Source: an optimization exercise on an open RTL-to-GDS flow (aim: small area, a short achievable clock period and few clock cycles per item). Production flows keep margins and buffers that such runs may drop.
The RTL was checked by simulation tests, not by an equivalence proof against the original design.
Power and IR drop assume default switching activity.

<file path="design/flow/design.v">
module ltpf_seqmul #(
    parameter AW = 74,
    parameter BW = 37
) (
    input  wire               clk,
    input  wire               rst,
    input  wire               start,
    input  wire [AW-1:0]      a,
    input  wire [BW-1:0]      b,
    output reg                done,
    output reg  [AW+BW-1:0]   p
);
    reg [AW+BW-1:0] mcand;
    reg [BW-1:0]    mplier;
    reg [6:0]       count;
    reg             running;
    always @(posedge clk) begin
        if (rst) begin
            mcand   <= 0;
            mplier  <= 0;
            count   <= 0;
            running <= 1'b0;
            done    <= 1'b0;
            p       <= 0;
        end else begin
            done <= 1'b0;
            if (start) begin
                mcand   <= {{BW{1'b0}}, a};
                mplier  <= b;
                p       <= 0;
                count   <= 0;
                running <= 1'b1;
            end else if (running) begin
                if (mplier[0])
                    p <= p + mcand;
                mcand  <= mcand << 1;
                mplier <= mplier >> 1;
                count  <= count + 1'b1;
                if (count == BW - 1) begin
                    running <= 1'b0;
                    done    <= 1'b1;
                end
            end
        end
    end
endmodule
module ltpf_pitch_detect (
    input  wire               clk,
    input  wire               rst,
    input  wire               in_valid,
    input  wire signed [15:0] in_data,
    input  wire               start,
    input  wire               dt,
    output wire               ready,
    output wire               done,
    output reg                present,
    output reg         [6:0]  lag,
    output reg  signed [37:0] corr,
    output reg         [36:0] energy0,
    output reg         [36:0] energy_lag
);
    localparam Z6 = 178;
    localparam S_IDLE = 3'd0;
    localparam S_PRE  = 3'd1;
    localparam S_RUN  = 3'd2;
    localparam S_FIN  = 3'd3;
    localparam S_OUT  = 3'd4;
    localparam F_P1  = 3'd0;   
    localparam F_P2  = 3'd1;   
    localparam F_L   = 3'd2;   
    localparam F_R   = 3'd3;   
    localparam F_Q   = 3'd4;   
    localparam F_END = 3'd5;
    localparam F_CMP = 3'd6;
    localparam F_PK  = 3'd7;
    reg rst_r;
    always @(posedge clk)
        rst_r <= rst;
    reg       done_q;
    reg [2:0] state;
    reg [2:0] fstep;
    reg       fkick;
    assign ready = (state == S_IDLE) & ~rst_r;
    assign done  = done_q & ~rst_r;
    wire acc_s = in_valid & ready;
    wire acc_t = start & ready;
    reg        a_v;
    reg [15:0] a_d;
    reg [Z6*16-1:0] hist;
    reg       big;       
    reg [6:0] prev_lag;
    reg       g_run;     
    reg       g_e0;      
    reg [6:0] j;
    reg [6:0] i;
    reg [7:0] addr_a, addr_b;
    wire [6:0] n_m1 = big ? 7'd63 : 7'd47;
    reg               v1, e01, last1;
    reg        [6:0]  i1s;
    reg signed [15:0] xa, xb;
    reg               v2, e02, last2;
    reg        [6:0]  i2s;
    reg signed [31:0] prod_ab, prod_aa, prod_bb;
    reg  signed [37:0] e0_acc;
    reg  signed [37:0] r_acc;
    reg  signed [37:0] el_acc;
    wire signed [37:0] r_fin  = r_acc  + {{6{prod_ab[31]}}, prod_ab};
    wire signed [37:0] el_fin = el_acc + {{6{prod_bb[31]}}, prod_bb};
    reg                v3;
    reg         [6:0]  i3s;
    reg  signed [37:0] r3;
    reg         [36:0] el3;
    reg                v4;
    reg         [6:0]  i4s;
    reg  signed [37:0] r4;
    reg         [36:0] el4;
    reg  signed [46:0] c4;
    wire signed [8:0]  wgt = 9'sd194 - $signed({2'b00, i3s});
    wire [6:0] k0 = (prev_lag >= 7'd4)  ? prev_lag - 7'd4 : 7'd0;
    wire [6:0] k1 = (prev_lag >= 7'd93) ? 7'd97 : prev_lag + 7'd4;
    reg signed [46:0] best_c;
    reg        [6:0]  i1, i2;
    reg signed [37:0] r1, r2;
    reg        [36:0] el1, el2;
    reg [73:0]  p1, p2;
    reg [110:0] lhs, rhs;
    reg [119:0] lhs_k, rhs_k, ps_k, q_k;
    reg         pick_g;
    reg         pres_sel;
    wire pos1 = (r1 > 0);
    wire pos2 = (r2 > 0);
    wire signed [37:0] r_sel  = pick_g ? r1  : r2;
    wire        [36:0] el_sel = pick_g ? el1 : el2;
    wire        [6:0]  i_sel  = pick_g ? i1  : i2;
    wire        [73:0] p_sel  = pick_g ? p1  : p2;
    wire [36:0] r1_mag = r1[37] ? 37'd0 : r1[36:0];
    wire [36:0] r2_mag = r2[37] ? 37'd0 : r2[36:0];
    reg          mul_start;
    reg  [73:0]  mul_a;
    reg  [36:0]  mul_b;
    wire         mul_done;
    wire [110:0] mul_p;
    ltpf_seqmul #(.AW(74), .BW(37)) u_mul (
        .clk   (clk),
        .rst   (rst_r),
        .start (mul_start),
        .a     (mul_a),
        .b     (mul_b),
        .done  (mul_done),
        .p     (mul_p)
    );
    wire pipe_empty = ~g_run & ~v1 & ~v2 & ~v3 & ~v4;
    always @(posedge clk) begin
        if (rst_r) begin
            state      <= S_IDLE;
            fstep      <= F_P1;
            fkick      <= 1'b0;
            a_v        <= 1'b0;
            a_d        <= 16'd0;
            hist       <= 0;
            big        <= 1'b0;
            prev_lag   <= 0;
            g_run      <= 1'b0;
            g_e0       <= 1'b0;
            j          <= 0;
            i          <= 0;
            addr_a     <= 0;
            addr_b     <= 0;
            v1         <= 1'b0;
            e01        <= 1'b0;
            last1      <= 1'b0;
            i1s        <= 0;
            xa         <= 0;
            xb         <= 0;
            v2         <= 1'b0;
            e02        <= 1'b0;
            last2      <= 1'b0;
            i2s        <= 0;
            prod_ab    <= 0;
            prod_aa    <= 0;
            prod_bb    <= 0;
            e0_acc     <= 0;
            r_acc      <= 0;
            el_acc     <= 0;
            v3         <= 1'b0;
            i3s        <= 0;
            r3         <= 0;
            el3        <= 0;
            v4         <= 1'b0;
            i4s        <= 0;
            r4         <= 0;
            el4        <= 0;
            c4         <= 0;
            best_c     <= 0;
            i1         <= 0;
            i2         <= 0;
            r1         <= 0;
            r2         <= 0;
            el1        <= 0;
            el2        <= 0;
            p1         <= 0;
            p2         <= 0;
            lhs        <= 0;
            rhs        <= 0;
            lhs_k      <= 0;
            rhs_k      <= 0;
            ps_k       <= 0;
            q_k        <= 0;
            pick_g     <= 1'b0;
            pres_sel   <= 1'b0;
            mul_start  <= 1'b0;
            mul_a      <= 0;
            mul_b      <= 0;
            done_q     <= 1'b0;
            present    <= 1'b0;
            lag        <= 0;
            corr       <= 0;
            energy0    <= 0;
            energy_lag <= 0;
        end else begin
            done_q    <= 1'b0;
            mul_start <= 1'b0;
            a_v <= acc_s;
            if (acc_s)
                a_d <= in_data;
            if (a_v)
                hist <= {a_d, hist[Z6*16-1:16]};
            if (g_run) begin
                if (j == n_m1) begin
                    j <= 0;
                    if (g_e0) begin
                        g_e0   <= 1'b0;
                        i      <= 0;
                        addr_a <= 8'd178 - (big ? 8'd64 : 8'd48);
                        addr_b <= 8'd161 - (big ? 8'd64 : 8'd48);
                    end else if (i == 7'd97) begin
                        g_run <= 1'b0;
                    end else begin
                        i      <= i + 1'b1;
                        addr_a <= 8'd178 - (big ? 8'd64 : 8'd48);
                        addr_b <= 8'd161 - (big ? 8'd64 : 8'd48) - {1'b0, i} - 8'd1;
                    end
                end else begin
                    j      <= j + 1'b1;
                    addr_a <= addr_a + 8'd1;
                    addr_b <= addr_b + 8'd1;
                end
            end
            v1    <= g_run;
            e01   <= g_e0;
            last1 <= (j == n_m1);
            i1s   <= i;
            xa    <= hist[addr_a*16 +: 16];
            xb    <= hist[addr_b*16 +: 16];
            v2      <= v1;
            e02     <= e01;
            last2   <= last1;
            i2s     <= i1s;
            prod_ab <= xa * xb;
            prod_aa <= xa * xa;
            prod_bb <= xb * xb;
            v3 <= 1'b0;
            if (v2) begin
                if (e02) begin
                    e0_acc <= e0_acc + {{6{prod_aa[31]}}, prod_aa};
                end else if (last2) begin
                    r_acc  <= 0;
                    el_acc <= 0;
                    v3     <= 1'b1;
                    i3s    <= i2s;
                    r3     <= r_fin;
                    el3    <= el_fin[36:0];
                end else begin
                    r_acc  <= r_fin;
                    el_acc <= el_fin;
                end
            end
            v4 <= v3;
            if (v3) begin
                i4s <= i3s;
                r4  <= r3;
                el4 <= el3;
                c4  <= r3 * wgt;
            end
            if (v4) begin
                if (i4s == 0 || c4 > best_c) begin
                    best_c <= c4;
                    i1     <= i4s;
                    r1     <= r4;
                    el1    <= el4;
                end
                if (i4s >= k0 && i4s <= k1) begin
                    if (i4s == k0 || r4 > r2) begin
                        i2  <= i4s;
                        r2  <= r4;
                        el2 <= el4;
                    end
                end
            end
            case (state)
                S_IDLE: begin
                    if (acc_t) begin
                        big   <= dt;
                        state <= S_PRE;
                    end
                end
                S_PRE: begin
                    j      <= 0;
                    i      <= 0;
                    g_run  <= 1'b1;
                    g_e0   <= 1'b1;
                    addr_a <= 8'd178 - (big ? 8'd64 : 8'd48);
                    addr_b <= 8'd161 - (big ? 8'd64 : 8'd48);
                    e0_acc <= 0;
                    r_acc  <= 0;
                    el_acc <= 0;
                    state  <= S_RUN;
                end
                S_RUN: begin
                    if (pipe_empty) begin
                        fstep <= F_P1;
                        fkick <= 1'b1;
                        state <= S_FIN;
                    end
                end
                S_FIN: begin
                    if (fkick) begin
                        fkick     <= 1'b0;
                        mul_start <= 1'b1;
                        case (fstep)
                            F_P1: begin mul_a <= {37'd0, r1_mag}; mul_b <= r1_mag; end
                            F_P2: begin mul_a <= {37'd0, r2_mag}; mul_b <= r2_mag; end
                            F_L:  begin mul_a <= p2;              mul_b <= el1;    end
                            F_R:  begin mul_a <= p1;              mul_b <= el2;    end
                            default: begin mul_a <= {37'd0, e0_acc[36:0]}; mul_b <= el_sel; end
                        endcase
                    end else if (mul_done) begin
                        fkick <= 1'b1;
                        case (fstep)
                            F_P1: begin p1 <= mul_p[73:0]; fstep <= F_P2; end
                            F_P2: begin p2 <= mul_p[73:0]; fstep <= F_L;  end
                            F_L:  begin lhs <= mul_p;      fstep <= F_R;  end
                            F_R: begin
                                rhs   <= mul_p;
                                fstep <= F_END;
                                fkick <= 1'b0;
                            end
                            default: begin
                                ps_k  <= {46'd0, p_sel} * 120'd25;
                                q_k   <= {9'd0, mul_p} * 120'd9;
                                fstep <= F_CMP;
                                fkick <= 1'b0;
                            end
                        endcase
                    end else if (fstep == F_END) begin
                        lhs_k <= {9'd0, lhs} * 120'd400;
                        rhs_k <= {9'd0, rhs} * 120'd289;
                        fstep <= F_PK;
                    end else if (fstep == F_PK) begin
                        pick_g <= !pos2 || (pos1 && (lhs_k <= rhs_k));
                        fstep  <= F_Q;
                        fkick  <= 1'b1;
                    end else if (fstep == F_CMP) begin
                        pres_sel <= (r_sel > 0) && (ps_k > q_k);
                        state    <= S_OUT;
                    end
                end
                S_OUT: begin
                    prev_lag   <= i_sel;
                    present    <= pres_sel;
                    lag        <= i_sel + 7'd17;
                    corr       <= r_sel;
                    energy0    <= e0_acc[36:0];
                    energy_lag <= el_sel;
                    done_q     <= 1'b1;
                    state      <= S_IDLE;
                end
                default: state <= S_IDLE;
            endcase
        end
    end
endmodule
</file>
<file path="design/flow/run.sh">
#!/bin/bash
# synth_recipe.tcl (not shown) runs the flow's synth.tcl, then flattens the netlist and writes it again
# the make line also repeats each setting of config.mk as NAME=value (left out here)
make -C /OpenROAD-flow-scripts/flow DESIGN_CONFIG=/design/flow/config.mk WORK_HOME=/design/flow/orfs CLKGATE_MAP_FILE= SYNTH_SCRIPT=/design/flow/synth_recipe.tcl finish
</file>
<file path="design/flow/config.mk">
export PLATFORM = sky130hd
export DESIGN_NAME = ltpf_pitch_detect
export DESIGN_NICKNAME = ltpf_pitch_detect
export VERILOG_FILES = /design/flow/design.v
export SDC_FILE = /design/flow/constraint.sdc
export NUM_CORES = 4
export LEC_CHECK = 0
export ABC_CLOCK_PERIOD_IN_PS = 5000
export CAP_MARGIN = 20
export CORE_MARGIN = 2
export CORE_UTILIZATION = 30
export PLACE_DENSITY = 0.45
export SETUP_SLACK_MARGIN = 0.5
export SLEW_MARGIN = 20
</file>
<file path="design/flow/constraint.sdc">
create_clock -name core_clock -period 20.5 [get_ports {clk}]
set_input_delay 4.1000 -clock core_clock [delete_from_list [all_inputs] [get_ports {clk}]]
set_output_delay 4.1000 -clock core_clock [all_outputs]
set_load 0.01 [all_outputs]
</file>
==> impl_metrics.csv, run 1 <==
group,metric,value,unit
floorplanning,fp.dieW,1.03,mm
synthesis,yosys.area.top_type,"dfxtp_1",
setup_path,crit_arrival,9.18,ns
setup_path,cp_slowest_cell,"a2111oi_0",
timing,setup_tns,0,ns
timing,period_share,0.403,
setup_path,worst_path_most_repeated_cell,"fa_1",
timing,rsz0062_at_grt,"false",
clock_tree,cts_setup_buffers,0,
global_routing,grt_pass1_vias,235000,
routing,drt-vias-per-instance,5.00,
global_routing,overflow,0,
power_and_ir_drop,power-per-cell-area,66.1,nW/µm²
synthesis,syn_inst,33400,
cells_and_area,nNetsFinal,35700,
clock_tree,path_clk_slew,0.06,ns
timing,finalSetupViolations,0,
global_routing,grt_usage,0.174,
floorplanning,dieArea,1070000,µm²
cells_and_area,drive_above_1_share,0.101,
global_routing,use_met1,0.248,
place,portBuffers,142,
timing,slew_headroom,0.231,
timing,hold_ws,0.436,ns
routing,dr.pass1.iters,6,
setup_path,path_buf_inv,5,
cells_and_area,area_growth,11.0,%
synthesis,synth_top_area_frac,0.308,
floorplanning,ios,143,
setup_path,crit_path_max_incr_delay,0.84,ns
routing,drt-initial-drc-count,14600,
cells_and_area,finish.instance_area,354000,µm²
power_and_ir_drop,p_leak,0.140,µW
setup_path,critPathLaunchType,"flip-flop",
cells_and_area,layout_common_cells,"4872 x dfxtp_1, 4628 x nor2_1, 3664 x mux2i_1",
routing,totalWireLength,954,mm
synthesis,synth-edff-count,0,
clock_tree,cts_tree,"done",
global_routing,grt_pass1_wl,1470,mm
global_routing,met2_usage,0.282,
clock_tree,cts-root-buf,"clkbuf_16",
setup_path,critPathKind,"reg -> reg",
clock_tree,cts_resized,0,
routing,antenna_left,0,
setup_path,end_kind,"flip-flop",
synthesis,synth_ff_type,"dfxtp_1",
setup_path,crit_family,"compound AO/OA/AOI/OAI gates",
status,status,"timing/DRC/antenna clean",
synthesis,synthesis.area,319000,µm²
worst_hold_path,hp-class,"reg -> reg",
global_routing,grt-busiest-layer,"met2",
routing,wire_per_inst,20.3,µm
timing,maxSlewViolCount,0,
clock_tree,htreeDepth,6,
synthesis,synthArstFlopShare,0,
global_routing,use_met3,0.0161,
synthesis,yosys_register_bits,4898,
timing,tightest_slew,1.15,ns
routing,vias,235000,
routing,drcViolationCount,0,
clock_tree,cts_buffers,617,
floorplanning,std_cell_rows,378,
setup_path,worstPathRequired,21.43,ns
job,drv_cap,0,
place,placed_area,333000,µm²
timing,max_freq,0.121,GHz
floorplanning,initial_core_util,0.301,
synthesis,yosysSeqAreaShare,0.308,
timing,hold_violations,0,
cells_and_area,final_common_cell,"dfxtp_1",
synthesis,syn-num-nets,36700,
synthesis,avgSynthCellArea,9.53,µm²
floorplanning,die_h,1.03,mm
global_routing,grt_max_degree,192,
synthesis,ys_top_cells_by_area,"dfxtp_1 31%, mux4_2 13%, mux2i_1 12%",
setup_path,worst-path-max-fanout,41,
timing,fin_skew,0.153,ns
place,gp_congestion,0.866,
synthesis,synth.distinct_cells,106,
timing,fin_crit,8.25,ns
clock_tree,clock_sinks,4898,
floorplanning,core_area,1060000,µm²
cells_and_area,final_util,0.334,
power_and_ir_drop,ir_drop,0.0722,mV
clock_tree,clk_path_buf_depth,5,
place,dpl.hpwl,674,mm
global_routing,grt_antenna_before_repair,34,
clock_tree,ctsHoldBuffers,0,
clock_tree,insertion_delay,1.15,ns
synthesis,yosysWarnings,2,
[state kept, by name, summed over array words and instances, names as in the netlist, 38 cells and up]
register     flops
rhs_k          120
rhs            111
r4              38
lhs_k          116
best_c          47
mul_a           74
hist          2848
r3              38
corr            38
r_acc           38
r2              38
lhs            111
q_k            115
u_mul.mcand    111
p2              74
u_mul.p        111
p1              74
c4              47
r1              38
ps_k            79
[Yosys cell counts (25+ instances only)]
library cell,count
a22oi_1,65
xnor2_1,447
mux2i_1,3668
o31ai_1,52
clkbuf_1,1602
nor2b_1,186
inv_1,3076
o221ai_1,51
a211o_1,26
o21bai_1,167
and3_1,81
nand3_1,218
fa_1,1243
a211oi_1,232
a31o_2,30
dfxtp_1,4898
buf_2,117
a22o_1,88
a2111oi_0,25
o22ai_1,27
nand2b_1,146
or2_2,26
xor2_1,307
and2_1,357
nand4_1,275
o21a_1,108
a21o_1,572
a31oi_1,87
nor4_1,65
or3_1,57
mux4_2,1769
nor3_1,253
nor2_1,4638
and4_1,26
ha_1,2005
buf_1,440
a221oi_1,62
o21ai_0,654
nand2_1,2735
a21boi_0,32
o211ai_1,52
a21oi_1,2115
[power breakdown]
group          leakage (µW)  internal (µW)  switching, µW
Combinational        0.0906            977           1650
Clock                0.0101           6590           4530
Sequential           0.0395           9550           90.0
Total                 0.140          17100           6260
[metal layers]
metal,up-vias,wire length (µm),part of all wire
met5,-,24,0.000025
met4,4,26400,0.028
met3,1088,33100,0.035
met2,3858,436000,0.46
met1,117000,458000,0.48
li1,113000,-,-
[area by class of cell]
type	instances	area (µm²)
fillers	108000	705000
multi-input cells	23300	201000
flip-flops and latches	4898	98100
clock buffers	906	18200
well taps	14100	17600
inverters	3086	11600
repair buffers	528	4660
clock inverters	185	2450
diodes	15	37.5
[cell families after synthesis]
family,after synthesis,synth area share
multiplexers,5447,0.241
buffers and inverters,5250,0.0624
AND/OR/NAND/NOR,9159,0.121
flip-flops,4898,0.308
AO/OA/AOI/OAI,4672,0.0905
adder cells (fa/ha/maj),3248,0.157
XOR/XNOR,754,0.0207
[path summary, 6_finish.rpt]
path                                        startpoint                            to  slack, ns  depth (start not counted)
worst max register to register     i3s[0]$_SDFFE_PP0P_           c4[44]$_SDFFE_PP0P_      12.25                         26
worst min-delay path            mul_a[12]$_SDFFE_PP0P_  u_mul.mcand[12]$_SDFFE_PP0P_       0.44                          2
worst min register to register  mul_a[12]$_SDFFE_PP0P_  u_mul.mcand[12]$_SDFFE_PP0P_       0.44                          2
worst max-delay path               i3s[0]$_SDFFE_PP0P_           c4[44]$_SDFFE_PP0P_      12.25                         26
[per-stage QoR]
step | power [µW] | cells | worst slack, ns
finish | 23400 | 47000 | 12.25
global route | 24300 | 46900 | 11.76
CTS | 23800 | 46900 | 12.23
detailed placement | 12500 | 45900 | 12.23
global placement | 12500 | 45800 | 12.23
floorplan | 11800 | 33400 | 13.83
[worst reg2reg max path, delay by kind of cell (launching register included)]
family | cells | cell delay (ns)
AO/OA/AOI/OAI | 12 | 3.52
flip-flops | 1 | 0.31
buffers and inverters | 5 | 0.88
adder cells (fa/ha/maj) | 5 | 2.30
XOR/XNOR | 2 | 0.34
AND/OR/NAND/NOR | 2 | 0.78
Testbench counts, summed over its fixed seeds: cycles 1,173,128, frames 192.
==> run 2, diff against run 1 <==
--- a/design/flow/design.v
+++ b/design/flow/design.v
@@ -65,20 +65,21 @@
     localparam S_RUN  = 3'd2;
     localparam S_FIN  = 3'd3;
     localparam S_OUT  = 3'd4;
-    localparam F_P1  = 3'd0;   
-    localparam F_P2  = 3'd1;   
-    localparam F_L   = 3'd2;   
-    localparam F_R   = 3'd3;   
-    localparam F_Q   = 3'd4;   
-    localparam F_END = 3'd5;
-    localparam F_CMP = 3'd6;
-    localparam F_PK  = 3'd7;
+    localparam F_P1  = 4'd0;   
+    localparam F_P2  = 4'd1;   
+    localparam F_L   = 4'd2;   
+    localparam F_R   = 4'd3;   
+    localparam F_Q   = 4'd4;   
+    localparam F_END = 4'd5;
+    localparam F_CMP = 4'd6;
+    localparam F_PK  = 4'd7;
+    localparam F_P25 = 4'd8;
     reg rst_r;
     always @(posedge clk)
         rst_r <= rst;
     reg       done_q;
     reg [2:0] state;
-    reg [2:0] fstep;
+    reg [3:0] fstep;
     reg       fkick;
     assign ready = (state == S_IDLE) & ~rst_r;
     assign done  = done_q & ~rst_r;
@@ -115,7 +116,13 @@
     reg  signed [37:0] r4;
     reg         [36:0] el4;
     reg  signed [46:0] c4;
-    wire signed [8:0]  wgt = 9'sd194 - $signed({2'b00, i3s});
+    wire        [7:0]  wgt = 8'd194 - {1'b0, i3s};
+    reg                v4a;
+    reg         [6:0]  i4a;
+    reg  signed [37:0] r4a;
+    reg         [36:0] el4a;
+    reg  signed [42:0] c4h;     
+    reg  signed [42:0] c4l;     
     wire [6:0] k0 = (prev_lag >= 7'd4)  ? prev_lag - 7'd4 : 7'd0;
     wire [6:0] k1 = (prev_lag >= 7'd93) ? 7'd97 : prev_lag + 7'd4;
     reg signed [46:0] best_c;
@@ -125,6 +132,7 @@
     reg [73:0]  p1, p2;
     reg [110:0] lhs, rhs;
     reg [119:0] lhs_k, rhs_k, ps_k, q_k;
+    reg [73:0]  psel_r;
     reg         pick_g;
     reg         pres_sel;
     wire pos1 = (r1 > 0);
@@ -149,7 +157,7 @@
         .done  (mul_done),
         .p     (mul_p)
     );
-    wire pipe_empty = ~g_run & ~v1 & ~v2 & ~v3 & ~v4;
+    wire pipe_empty = ~g_run & ~v1 & ~v2 & ~v3 & ~v4a & ~v4;
     always @(posedge clk) begin
         if (rst_r) begin
             state      <= S_IDLE;
@@ -187,6 +195,12 @@
             r3         <= 0;
             el3        <= 0;
             v4         <= 1'b0;
+            v4a        <= 1'b0;
+            i4a        <= 0;
+            r4a        <= 0;
+            el4a       <= 0;
+            c4h        <= 0;
+            c4l        <= 0;
             i4s        <= 0;
             r4         <= 0;
             el4        <= 0;
@@ -205,6 +219,7 @@
             lhs_k      <= 0;
             rhs_k      <= 0;
             ps_k       <= 0;
+            psel_r     <= 0;
             q_k        <= 0;
             pick_g     <= 1'b0;
             pres_sel   <= 1'b0;
@@ -260,10 +275,10 @@
             prod_aa <= xa * xa;
             prod_bb <= xb * xb;
             v3 <= 1'b0;
+            if (v2 && i2s == 7'd0)
+                e0_acc <= e0_acc + {{6{prod_aa[31]}}, prod_aa};
             if (v2) begin
-                if (e02) begin
-                    e0_acc <= e0_acc + {{6{prod_aa[31]}}, prod_aa};
-                end else if (last2) begin
+                if (last2) begin
                     r_acc  <= 0;
                     el_acc <= 0;
                     v3     <= 1'b1;
@@ -275,12 +290,20 @@
                     el_acc <= el_fin;
                 end
             end
-            v4 <= v3;
+            v4a <= v3;
             if (v3) begin
-                i4s <= i3s;
-                r4  <= r3;
-                el4 <= el3;
-                c4  <= r3 * wgt;
+                i4a  <= i3s;
+                r4a  <= r3;
+                el4a <= el3;
+                c4h  <= r3 * $signed({1'b0, wgt[7:4]});
+                c4l  <= r3 * $signed({1'b0, wgt[3:0]});
+            end
+            v4 <= v4a;
+            if (v4a) begin
+                i4s <= i4a;
+                r4  <= r4a;
+                el4 <= el4a;
+                c4  <= {c4h, 4'd0} + {{4{c4l[42]}}, c4l};
             end
             if (v4) begin
                 if (i4s == 0 || c4 > best_c) begin
@@ -308,7 +331,7 @@
                     j      <= 0;
                     i      <= 0;
                     g_run  <= 1'b1;
-                    g_e0   <= 1'b1;
+                    g_e0   <= 1'b0;
                     addr_a <= 8'd178 - (big ? 8'd64 : 8'd48);
                     addr_b <= 8'd161 - (big ? 8'd64 : 8'd48);
                     e0_acc <= 0;
@@ -346,10 +369,10 @@
                                 fkick <= 1'b0;
                             end
                             default: begin
-                                ps_k  <= {46'd0, p_sel} * 120'd25;
-                                q_k   <= {9'd0, mul_p} * 120'd9;
-                                fstep <= F_CMP;
-                                fkick <= 1'b0;
+                                psel_r <= p_sel;
+                                q_k    <= {9'd0, mul_p} * 120'd9;
+                                fstep  <= F_P25;
+                                fkick  <= 1'b0;
                             end
                         endcase
                     end else if (fstep == F_END) begin
@@ -360,6 +383,9 @@
                         pick_g <= !pos2 || (pos1 && (lhs_k <= rhs_k));
                         fstep  <= F_Q;
                         fkick  <= 1'b1;
+                    end else if (fstep == F_P25) begin
+                        ps_k  <= {46'd0, psel_r} * 120'd25;
+                        fstep <= F_CMP;
                     end else if (fstep == F_CMP) begin
                         pres_sel <= (r_sel > 0) && (ps_k > q_k);
                         state    <= S_OUT;
==> run 2 against run 1 <==
Critical endpoint is now prod_aa[30]$_SDFF_PP0_. Via count is 4.2% higher. Routed wire length increased by 6.0%. Utilization rose by 0.065 points. Register-to-register slack improved by 0.40 ns. Area after synthesis increased by 3.2%. Maximum frequency rose by 5.1%. Final area rose by 3.4%. Still clean. Non-clock buffer count increased by 29. Highest routed layer unchanged. Cell count grew 3.7%. Sequential power up 5%.
==> impl_metrics.csv, run 2 <==
group,metric,value,unit
synthesis,synth-edff-count,0,
synthesis,yosys.area.top_type,"dfxtp_1",
place,dpl.hpwl,714,mm
worst_hold_path,hp-class,"reg -> reg",
floorplanning,die_h,1.05,mm
synthesis,synthesis.area,329000,µm²
clock_tree,ctsHoldBuffers,0,
floorplanning,dieArea,1100000,µm²
worst_hold_path,min_to,"hist[1751]$_SDFFE_PP0P_",
global_routing,grt_pass1_vias,244000,
timing,maxSlewViolCount,0,
setup_path,crit_path_max_incr_delay,0.70,ns
global_routing,grt_antenna_before_repair,45,
cells_and_area,drive_above_1_share,0.0990,
clock_tree,cts_resized,0,
synthesis,avgSynthCellArea,9.49,µm²
synthesis,syn-num-nets,38000,
power_and_ir_drop,power.share.clock,0.495,
floorplanning,initial_core_util,0.301,
setup_path,critPathLaunchType,"flip-flop",
routing,dr.pass1.iters,7,
cells_and_area,nNetsFinal,37000,
place,portBuffers,142,
setup_path,rr_endpoint,"prod_aa[30]$_SDFF_PP0_",
status,status,"timing/DRC/antenna clean",
cells_and_area,top_regs,"hist: 2848 flops, rhs_k: 120 flops, lhs_k: 116 flops",
clock_tree,clk_path_buf_depth,5,
place,place_inst,47500,
setup_path,crit_family,"adder cells",
synthesis,yosysWarnings,2,
synthesis,ys_top_cells_by_area,"dfxtp_1 31%, mux4_2 12%, mux2i_1 12%",
setup_path,r2r-start,"xa[15]$_SDFF_PP0_",
synthesis,yosys_register_bits,5139,
setup_path,rrSetupSlack,12.65,ns
setup_path,worstRegToRegCells,26,
routing,drcViolationCount,0,
global_routing,grt_max_degree,196,
setup_path,cp_slowest_cell,"clkinv_1",
routing,wire_per_inst,20.8,µm
clock_tree,cts-root-buf,"clkbuf_16",
clock_tree,path_clk_slew,0.06,ns
clock_tree,cts_buffers,645,
routing,totalWireLength,1010,mm
setup_path,crit_arrival,8.81,ns
cells_and_area,regArea,103000,µm²
cells_and_area,fillers,112000,
routing,drt-initial-drc-count,15300,
setup_path,worst_path_most_repeated_cell,"fa_1",
power_and_ir_drop,power_switching,6110,µW
global_routing,grt_usage,0.178,
cells_and_area,final_common_cell,"dfxtp_1",
cells_and_area,top_register,"hist",
cells_and_area,layout_common_cells,"5114 x dfxtp_1, 4735 x nor2_1, 3840 x mux2i_1",
job,drv_cap,0,
cells_and_area,largest_reg_flops,2848,
power_and_ir_drop,power,23700,µW
synthesis,synth_top_area_frac,0.313,
synthesis,synth.most_common_cell,"dfxtp_1",
global_routing,grt_pass1_wl,1550,mm
timing,tightest_slew,1.34,ns
synthesis,synth_ff_type,"dfxtp_1",
synthesis,synth.distinct_cells,105,
floorplanning,core_area,1090000,µm²
timing,period_share,0.383,
synthesis,syn_inst,34700,
timing,fin_crit,7.85,ns
worst_hold_path,hold_depth,2,
timing,finalSetupViolations,0,
clock_tree,cts_setup_buffers,0,
cells_and_area,multi_input_area,206000,µm²
global_routing,overflow,0,
floorplanning,fp.dieW,1.05,mm
routing,antenna_left,0,
floorplanning,ios,143,
cells_and_area,stdcell_count,48700,
clock_tree,cts_tree,"done",
timing,rsz0062_at_grt,"false",
timing,setup_tns,0,ns
timing,hold_violations,0,
floorplanning,std_cell_rows,384,
timing,fin_skew,0.153,ns
worst_hold_path,holdCritStartpoint,"hist[1767]$_SDFFE_PP0P_",
setup_path,path_buf_inv,6,
power_and_ir_drop,internal_power,17600,µW
synthesis,yosysSeqAreaShare,0.313,
power_and_ir_drop,switching_share,0.258,
clock_tree,clock_sinks,5139,
synthesis,synthArstFlopShare,0,
setup_path,end_kind,"flip-flop",
setup_path,worstPathRequired,21.46,ns
setup_path,critPathKind,"reg -> reg",
setup_path,crit_start,"xa[15]$_SDFF_PP0_",
timing,slew_headroom,0.0979,
setup_path,worst-path-max-fanout,31,
power_and_ir_drop,ir_drop,0.0690,mV
routing,drt-vias-per-instance,5.03,
power_and_ir_drop,seq_power_share,0.426,
clock_tree,insertion_delay,1.17,ns
power_and_ir_drop,p_leak,0.146,µW
routing,vias,245000,
power_and_ir_drop,p_comb_frac,0.079,
timing,max_freq,0.127,GHz
cells_and_area,area_growth,11.2,%
clock_tree,htreeDepth,6,
synthesis,synthTopCellsByCount,"5139 x dfxtp_1, 4745 x nor2_1, 3845 x mux2i_1, 3180 x inv_1, 2866 x nand2_1",
power_and_ir_drop,power-per-cell-area,64.7,nW/µm²
place,gp_congestion,0.872,
-- run 2: changes by cell type after synthesis, moves of 60 or more --
cell	previous run	this run
and2_1	357	417
dfxtp_1	4898	5139
inv_1	3076	3180
mux2i_1	3668	3845
nand3_1	218	281
nor2_1	4638	4745
ha_1	2005	2122
nand2_1	2735	2866
fa_1	1243	1164
a22oi_1	65	129
xnor2_1	447	523
-- run 2: final cells by class --
class / instances / share of cell area
Antenna cell: 15 / 0.000103
Clock buffer: 945 / 0.0515
Clock inverter: 212 / 0.00762
Inverter: 3192 / 0.0328
Multi-Input combinational cell: 24200 / 0.563
Sequential cell: 5139 / 0.282
Tap cell: 14500 / 0.0495
Timing Repair Buffer: 557 / 0.0135
-- run 2: worst reg2reg max path, delay by kind of cell, from the launching register on --
kind | cells | cell delay, ns
adders and majority gates | 7 | 3.36
AOI/OAI and AO/OA | 10 | 1.83
buffers and inverters | 6 | 1.48
and+or+nand+nor | 2 | 0.52
DFF | 1 | 0.31
xor gates and xnor gates | 1 | 0.16
-- run 2: how the worst max path moves through the flow --
| stage | slack [ns] | to | cells after the start |
|---|---|---|---|
| 2_1_floorplan | 13.79 | prod_bb[31]$_SDFF_PP0_ | 23 |
| 3_3_place_gp | 12.54 | prod_aa[30]$_SDFF_PP0_ | 26 |
| 3_5_place_dp | 12.69 | prod_aa[30]$_SDFF_PP0_ | 26 |
| 4_1_cts | 12.56 | prod_aa[30]$_SDFF_PP0_ | 26 |
| 5_1_grt | 12.11 | prod_aa[30]$_SDFF_PP0_ | 26 |
| 6_report | 12.65 | prod_aa[30]$_SDFF_PP0_ | 26 |
-- run 2: cells by family after synthesis --
family	Yosys count	synth area share
muxes	5601	0.237
DFF	5139	0.313
and+or+nand+nor	9532	0.122
buffers and inverters	5366	0.0619
xor gates and xnor gates	828	0.0221
adders and majority gates	3286	0.152
AOI/OAI and AO/OA	4912	0.0921
-- run 2: power groups by stage --
stage	Sequential [µW]	Combinational, µW	Clock [µW]
after floorplan	10200	1400	0
after global placement	10300	1910	0
after global routing	10100	2010	12500
after detailed placement	10300	1900	0
after CTS	10100	1910	12100
final	10100	1870	11700
-- run 2: metal layers --
layer  global-route usage  part of all wire  vias up
li1                     -                 -   118000
met1                0.250              0.47   122000
met2                0.294              0.46     4271
met3               0.0212             0.041     1091
met4               0.0391             0.022        2
met5                    0          0.000012        -
-- run 2: stage by stage --
step	setup WS, ns	util	hold slack (ns)	cell area [µm²]
2_1_floorplan	13.79	-	0.414	329000
3_3_place_gp	12.54	0.315	0.437	344000
3_5_place_dp	12.69	0.315	0.431	344000
4_1_cts	12.56	0.334	0.416	366000
5_1_grt	12.11	0.335	0.463	366000
6_report	12.65	0.335	0.434	366000
Testbench counts of run 2, summed over its fixed seeds: cycles 1,162,184, frames 192.

## what the ideal ports hide
The results above use ideal ports. As a check the final layouts listed here were re-extracted and re-timed, cells and wires unchanged.
Step 1 (the two cells are an assumption about what drives the block):
set clk [get_ports {clk}]
set_driving_cell -lib_cell sky130_fd_sc_hd__clkbuf_16 $clk
set_driving_cell -lib_cell sky130_fd_sc_hd__buf_2 [delete_from_list [all_inputs] $clk]
Step 2 adds t to the input delays and takes it off the output delays; t is the mean of the earliest and latest rising clock arrival at the registers after step 1. Input paths then give back, and output paths get back, about the clock's delay inside the block.
Three values: no drivers, after step 1, after step 2; two values: the first two.
| run | shift t [ns] | setup WS [ns] | worst setup path at the end | worst data-port slew with drivers (ns) | pins driven straight from the clock port |
|---|---|---|---|---|---|
| run 1 | 1.223 | 12.246 / 12.246 / 12.246 | register to register | 0.27 | 1 |
| run 2 | 1.255 | 12.650 / 12.650 / 12.650 | register to register | 0.05 | 1 |
After both steps setup and hold are still met in every run listed.
